This is an optimization exercise on Yosys and OpenROAD, whose aim is small area, a short achievable clock period and few clock cycles per item, not a production implementation.
At most, simulation tests tie the RTL to the original design; equivalence was not proved.
No activity file was given, so power comes from the tool's default toggle rates.

Setup of run A:
// qsearch_mb
module qsearch_mb (
    input  wire        clk,
    input  wire        rst,         
    input  wire        in_valid,
    output wire        in_ready,
    input  wire [15:0] in_coef,     
    input  wire        in_mode,     
    output wire        out_valid,
    input  wire        out_ready,
    output wire [3:0]  out_qno,     
    output wire        out_fit,     
    output wire [11:0] out_cost,    
    output wire [11:0] out_cls      
);
    reg         rdy;               
    reg         v0;
    reg  [15:0] c0;
    reg         m0;
    assign in_ready = rdy;
    always @(posedge clk) begin
        v0 <= in_valid && rdy && !rst;
        c0 <= in_coef;
        m0 <= in_mode;
    end
    reg  [5:0]  cnt;               
    reg  [2:0]  blk;
    reg         bmode;
    reg         g11, g23, g35;     
    reg  [2:0]  ucat [0:12];       
    reg         dc1;               
    reg         f1;                
    reg         e1;                
    reg  [2:0]  blke;              
    reg         eob2;              
    localparam [16*13-1:0] ROWS = {
        16'h5544,    
        16'h5443,    
        16'h2111,    
        16'h1111,    
        16'h4433,    
        16'h4332,    
        16'h3322,    
        16'h3221,    
        16'h2211,    
        16'h2110,    
        16'h1100,    
        16'h1000,    
  ...
Size: ~370 flip-flops, about 52 I/O pins, about 20000 sq um of cells after synthesis.
==> flow/config.mk <==
export PLATFORM = sky130hd
export DESIGN_NAME = qsearch_mb
export DESIGN_NICKNAME = qsearch_mb
export VERILOG_FILES = /design/flow/design.v
export SDC_FILE = /design/flow/constraint.sdc
export NUM_CORES = 4
export LEC_CHECK = 0
export CAP_MARGIN = 20
export CORE_MARGIN = 2
export CORE_UTILIZATION = 60
export CTS_CLUSTER_DIAMETER = 120
export CTS_CLUSTER_SIZE = 24
export GPL_TIMING_DRIVEN = 0
export SLEW_MARGIN = 30
export SYNTH_MEMORY_MAX_BITS = 8192
export BUFFER_PORTS_ARGS = -buffer_cell sky130_fd_sc_hd__buf_2
==> flow/constraint.sdc <==
create_clock -name core_clock -period 12.5 [get_ports {clk}]
set_input_delay 2.5000 -clock core_clock [delete_from_list [all_inputs] [get_ports {clk}]]
set_output_delay 2.5000 -clock core_clock [all_outputs]
set_load 0.01 [all_outputs]
standard.sh (not shown) runs the stock make flow with config.mk's settings and CLKGATE_MAP_FILE= SYNTH_SCRIPT=/design/flow/synth_recipe.tcl, a recipe that flattens the netlist after the stock synthesis.
==> flow/flow/run.sh <==
#!/bin/bash
# Standard layout, with the port buffers made of plain buffers
# (sky130_fd_sc_hd__buf_2) instead of the delay buffers buffer_ports picks.
set -euo pipefail
echo 'export BUFFER_PORTS_ARGS = -buffer_cell sky130_fd_sc_hd__buf_2' >> "$FLOW_CONFIG"
bash standard.sh > standard.log 2>&1
Testbench counts of run A, summed over its fixed seeds: cycles 49,200, mbs 128.
Inputs modified between run A and run B:
- GPL_TIMING_DRIVEN: 0 -> unset
- CAP_MARGIN: 20 -> 30
- SLEW_MARGIN: 30 -> 50
==> results.txt <==
In run B relative to run A, length of routed met3 wiring had gone down by more than 10%.
Share of the final layout cell area in sequential cells, run B and run A, lower one = run A.
Measured against run A, the fmax of run B comes out at 1.11 times the reference value.
Number of standard cells in the final layout excluding fillers: run B vs run A down 107
Run A has a higher core occupancy in the finished layout than run B.
Number of enable-type register cells in the synthesized netlist: run A vs run B identical
Cell area reported after detailed placement (higher): run A
Run B: worst voltage drop across the vdd grid is 12 uV lower than what run A reported.
Side by side, data required time of the critical path turned out lower in run B than in run A.
## Diff of input files: run C against run B
- CAP_MARGIN now 20, was 30
- SLEW_MARGIN now 30, was 50
Notes after the runs:
Run C: no failed stages, no open violations at the end. met3 wire length in run C is 310 um above run B. Going from run B to run C, number of clock buffers in the layout saw little to no change; met1 capacity usage during global routing saw an increase; sequential share of cell area saw little to no change. Going from run B to run C, worst hold margin comparable, power density relative to cell area comparable, post-route minimum period now smaller.

* * *

Setup of old:
The RTL this note starts from:
==> flow/design.v <==
module qsearch_mb (
    input  wire        clk,
    input  wire        rst,         
    input  wire        in_valid,
    output wire        in_ready,
    input  wire [15:0] in_coef,     
    input  wire        in_mode,     
    output wire        out_valid,
    input  wire        out_ready,
    output wire [3:0]  out_qno,     
    output wire        out_fit,     
    output wire [11:0] out_cost,    
    output wire [11:0] out_cls      
);
    reg         stall;             
    reg         v0;
    reg  [15:0] c0;
    reg         m0;
    assign in_ready = !stall;
    always @(posedge clk) begin
        v0 <= in_valid && !stall && !rst;
        c0 <= in_coef;
        m0 <= in_mode;
    end
    reg  [5:0]  cnt;               
    reg  [2:0]  blk;
    reg         bmode;
    reg         g11, g23, g35;     
    reg  [2:0]  ucat [0:12];       
    reg         dc1;               
    reg         f1;                
    reg         e1;                
    reg  [2:0]  blke;              
    reg         eob2;              
    localparam [16*13-1:0] ROWS = {
        16'h5544,    
        16'h5443,    
        16'h2111,    
        16'h1111,    
        16'h4433,    
        16'h4332,    
        16'h3322,    
        16'h3221,    
        16'h2211,    
        16'h2110,    
        16'h1100,    
        16'h1000,    
        16'h0000     
    };
    wire [15:0] mag  = c0[15] ? (16'd0 - c0) : c0;
    wire        ac0  = v0 && (cnt != 6'd0);
    wire        md   = (cnt == 6'd0) ? m0 : bmode;
    wire [1:0]  zone = md ? cnt[1:0] : cnt[5:4];
    function [2:0] cat_of(input [15:0] m, input [2:0] s);
        reg [15:0] a;
        begin
            a = m >> s;
            if (a > 16'd255)     cat_of = 3'd5;
            else if (a > 16'd3)  cat_of = 3'd4;
            else                 cat_of = {1'b0, a[1:0]};
        end
    endfunction
    wire [2:0]  cat_s [0:5];
    genvar sg;
    generate
        for (sg = 0; sg < 6; sg = sg + 1) begin : shs
            assign cat_s[sg] = cat_of(mag, sg);
        end
    endgenerate
    integer k;
    always @(posedge clk) begin
        if (rst) begin
            cnt  <= 6'd0;
            blk  <= 3'd0;
            e1   <= 1'b0;
            eob2 <= 1'b0;
        end else begin
            if (v0) begin
                cnt <= cnt + 6'd1;
                if (cnt == 6'd63) blk <= (blk == 3'd5) ? 3'd0 : blk + 3'd1;
            end
            e1   <= v0 && (cnt == 6'd63);
            eob2 <= e1;
        end
        if (v0 && cnt == 6'd0) bmode <= m0;
        if (v0 && cnt == 6'd1) begin
            g11 <= mag > 16'd11;
            g23 <= mag > 16'd23;
            g35 <= mag > 16'd35;
        end else if (ac0) begin
            g11 <= g11 | (mag > 16'd11);
            g23 <= g23 | (mag > 16'd23);
            g35 <= g35 | (mag > 16'd35);
        end
        if (v0 && cnt == 6'd63) blke <= blk;
        for (k = 0; k < 13; k = k + 1)
            ucat[k] <= ac0 ? cat_s[ROWS[16*k + 4*zone +: 3]] : 3'd7;
        dc1   <= v0 && (cnt == 6'd0);
        f1    <= v0 && (cnt == 6'd1);
    end
    wire [6:0]  u_acc [0:12];
    wire        u_ovf [0:12];
    genvar u;
    generate
        for (u = 0; u < 13; u = u + 1) begin : unit
            reg  [6:0] acc;
            reg  [1:0] run;        
            reg        ovf;        
            reg  [2:0] c;
            reg  [4:0] tok;
            reg  [1:0] run_n;
            reg        bad;
            wire [6:0] base = f1 ? 7'd31 : acc;
            wire       ovfb = !f1 && ovf;
            wire [7:0] sum = {1'b0, base} + {3'd0, tok};
            always @(*) begin
                c     = ucat[u];
                tok   = 5'd0;
                run_n = 2'd0;
                bad   = 1'b0;
                case (c)
                    3'd0: run_n = (run == 2'd3) ? 2'd3 : run + 2'd1;
                    3'd1: case (run)
                              2'd0: tok = 5'd3;  2'd1: tok = 5'd5;
                              2'd2: tok = 5'd6;  default: tok = 5'd16;
                          endcase
                    3'd2: case (run)
                              2'd0: tok = 5'd4;  2'd1: tok = 5'd11;
                              default: tok = 5'd17;
                          endcase
                    3'd3: case (run)
                              2'd0: tok = 5'd5;  2'd1: tok = 5'd12;
                              default: tok = 5'd18;
                          endcase
                    3'd4: case (run)
                              2'd0: tok = 5'd16; 2'd1: tok = 5'd23;
                              default: tok = 5'd29;
                          endcase
                    3'd5: bad = 1'b1;
                    default: run_n = run;
                endcase
            end
            always @(posedge clk) begin
                acc <= sum[6:0];
                run <= dc1 ? 2'd0 : run_n;
                ovf <= ovfb | sum[7] | bad;
            end
            assign u_acc[u] = acc;
            assign u_ovf[u] = ovf;
        end
    endgenerate
    localparam [4*9-1:0] CQ = {4'd1, 4'd3, 4'd5, 4'd7, 4'd9, 4'd11, 4'd13, 4'd14, 4'd15};
    localparam [4*9-1:0] CN = {4'd8, 4'd7, 4'd6, 4'd5, 4'd4, 4'd3, 4'd2, 4'd1, 4'd0};
    localparam [4*9-1:0] CC = {4'd12, 4'd11, 4'd8, 4'd7, 4'd6, 4'd5, 4'd4, 4'd10, 4'd9};
    reg  [9:0]  tot [0:8];
    reg  [8:0]  fit;
    reg  [11:0] cls;
    reg         pend;              
    wire [1:0]  bcls   = g35 ? 2'd3 : g23 ? 2'd2 : g11 ? 2'd1 : 2'd0;
    wire        chroma = blke[2];
    wire        first  = (blke == 3'd0);
    genvar n;
    generate
        for (n = 0; n < 9; n = n + 1) begin : cand
            wire [6:0] a  = g35 ? u_acc[CC[4*n +: 4]] : u_acc[CN[4*n +: 4]];
            wire       o  = g35 ? u_ovf[CC[4*n +: 4]] : u_ovf[CN[4*n +: 4]];
            wire       ok = !o && !(chroma && a[6] && a[5]);
            always @(posedge clk) begin
                if (eob2) begin
                    tot[n] <= (first ? 10'd862 : tot[n]) + {3'd0, a};
                    fit[n] <= (first || fit[n]) && ok;
                end
            end
        end
    endgenerate
    reg         ov;
    reg  [3:0]  r_qno;
    reg         r_fit;
    reg  [9:0]  r_cost;
    reg  [3:0]  s_qno;
    reg  [9:0]  s_cost;
    integer j;
    always @(*) begin
        s_qno  = 4'd0;
        s_cost = 10'd0;
        for (j = 8; j >= 0; j = j - 1)
            if (fit[j]) begin
                s_qno  = CQ[4*j +: 4];
                s_cost = tot[j];
            end
    end
    always @(posedge clk) begin
        if (eob2) cls[2*blke +: 2] <= bcls;
        if (pend && !ov) begin
            r_qno  <= s_qno;
            r_fit  <= |fit;
            r_cost <= s_cost;
        end
        if (rst) begin
            pend  <= 1'b0;
            ov    <= 1'b0;
            stall <= 1'b0;
        end else begin
            if (eob2 && blke == 3'd5) pend <= 1'b1;
            else if (!ov)             pend <= 1'b0;
            ov    <= ov ? !out_ready : pend;
            stall <= (pend || ov) && (blk == 3'd0) && (cnt[5:2] == 4'b1111);
        end
    end
    assign out_valid = ov;
    assign out_qno   = r_qno;
    assign out_fit   = r_fit;
    assign out_cost  = {2'd0, r_cost};
    assign out_cls   = cls;
endmodule
clock: 12.5 ns
lec_check: 0
cap_margin: 50
core_margin: 2
core_utilization: 25
slew_margin: 70
synth_memory_max_bits: 8192
run.sh (not shown) runs the stock make flow with config.mk's settings and CLKGATE_MAP_FILE= SYNTH_SCRIPT=/design/flow/synth_recipe.tcl, a recipe that flattens the netlist after the stock synthesis.
Stock flow here: none of the scripts above is used.
Modified inputs, new compared to old
- putting BUFFER_PORTS_ARGS at -buffer_cell sky130_fd_sc_hd__buf_2 where nothing was set
==> flow/flow/run.sh (new file) <==
#!/bin/bash
# Standard layout, with the port buffers made of plain buffers
# (sky130_fd_sc_hd__buf_2) instead of the delay buffers buffer_ports picks.
set -euo pipefail
echo 'export BUFFER_PORTS_ARGS = -buffer_cell sky130_fd_sc_hd__buf_2' >> "$FLOW_CONFIG"
bash standard.sh > standard.log 2>&1
==> flow/standard.sh (new file) <==
#!/bin/bash
# synth_recipe.tcl (not shown) runs the flow's synth.tcl, then flattens the netlist and writes it again
# the make line also repeats each setting of config.mk as NAME=value (left out here)
make -C /OpenROAD-flow-scripts/flow DESIGN_CONFIG=/design/flow/config.mk WORK_HOME=/design/flow/orfs CLKGATE_MAP_FILE= SYNTH_SCRIPT=/design/flow/synth_recipe.tcl "${@:-finish}"
removed: flow/run.sh
### Flow results
Going from old to new, number of global-route vias before repair grows by about 0.53%. Count of filler cells inserted in the layout, old and new: lower on old. Final cycle utilization of the critical path (higher): old. Cell total after placement delta (new -> old): insignificant. new vs old, type of the worst setup path: flop to flop vs flop to primary output. The combinational power of new is lower than that of old. Comparing old and new, initial antenna violation count is lower on old.
No functional check of the RTL was part of any run of this note.

-- what the ideal ports hide --
In the flow no input, the clock included, has a driving cell. The finished layouts below were timed again as built, in two steps. Step 1 assumes that a clkbuf_16 drives the clock port and a buf_2 every other input. Step 2 adds t to the input delays and takes it off the output delays; t is the mean of the earliest and latest rising clock arrival at the registers after step 1. Input paths then give back, and output paths get back, about the clock's delay inside the block. Slacks: ideal ports / drivers / drivers and shift; pairs: ideal ports / drivers.
| run | shift t [ns] | slack for setup (ns) | worst setup path after step 2 | latest minus earliest clock arrival (ns) | worst register clock-pin slew, ns |
|---|---|---|---|---|---|
| run A | 0.571 | 8.605 / 8.605 / 8.605 | register to register | 0.037 / 0.038 | 0.10 / 0.10 |
| run B | 0.577 | 8.976 / 8.920 / 9.118 | register to register | 0.024 / 0.024 | 0.10 / 0.10 |
| run C | 0.573 | 8.983 / 8.931 / 9.101 | register to register | 0.035 / 0.036 | 0.11 / 0.11 |
| old | 0.621 | 8.392 / 8.329 / 8.731 | register to register | 0.025 / 0.025 | 0.07 / 0.07 |
| new | 0.626 | 8.768 / 8.733 / 8.768 | register to register | 0.044 / 0.044 | 0.07 / 0.07 |
After both steps setup and hold are still met in every run listed.
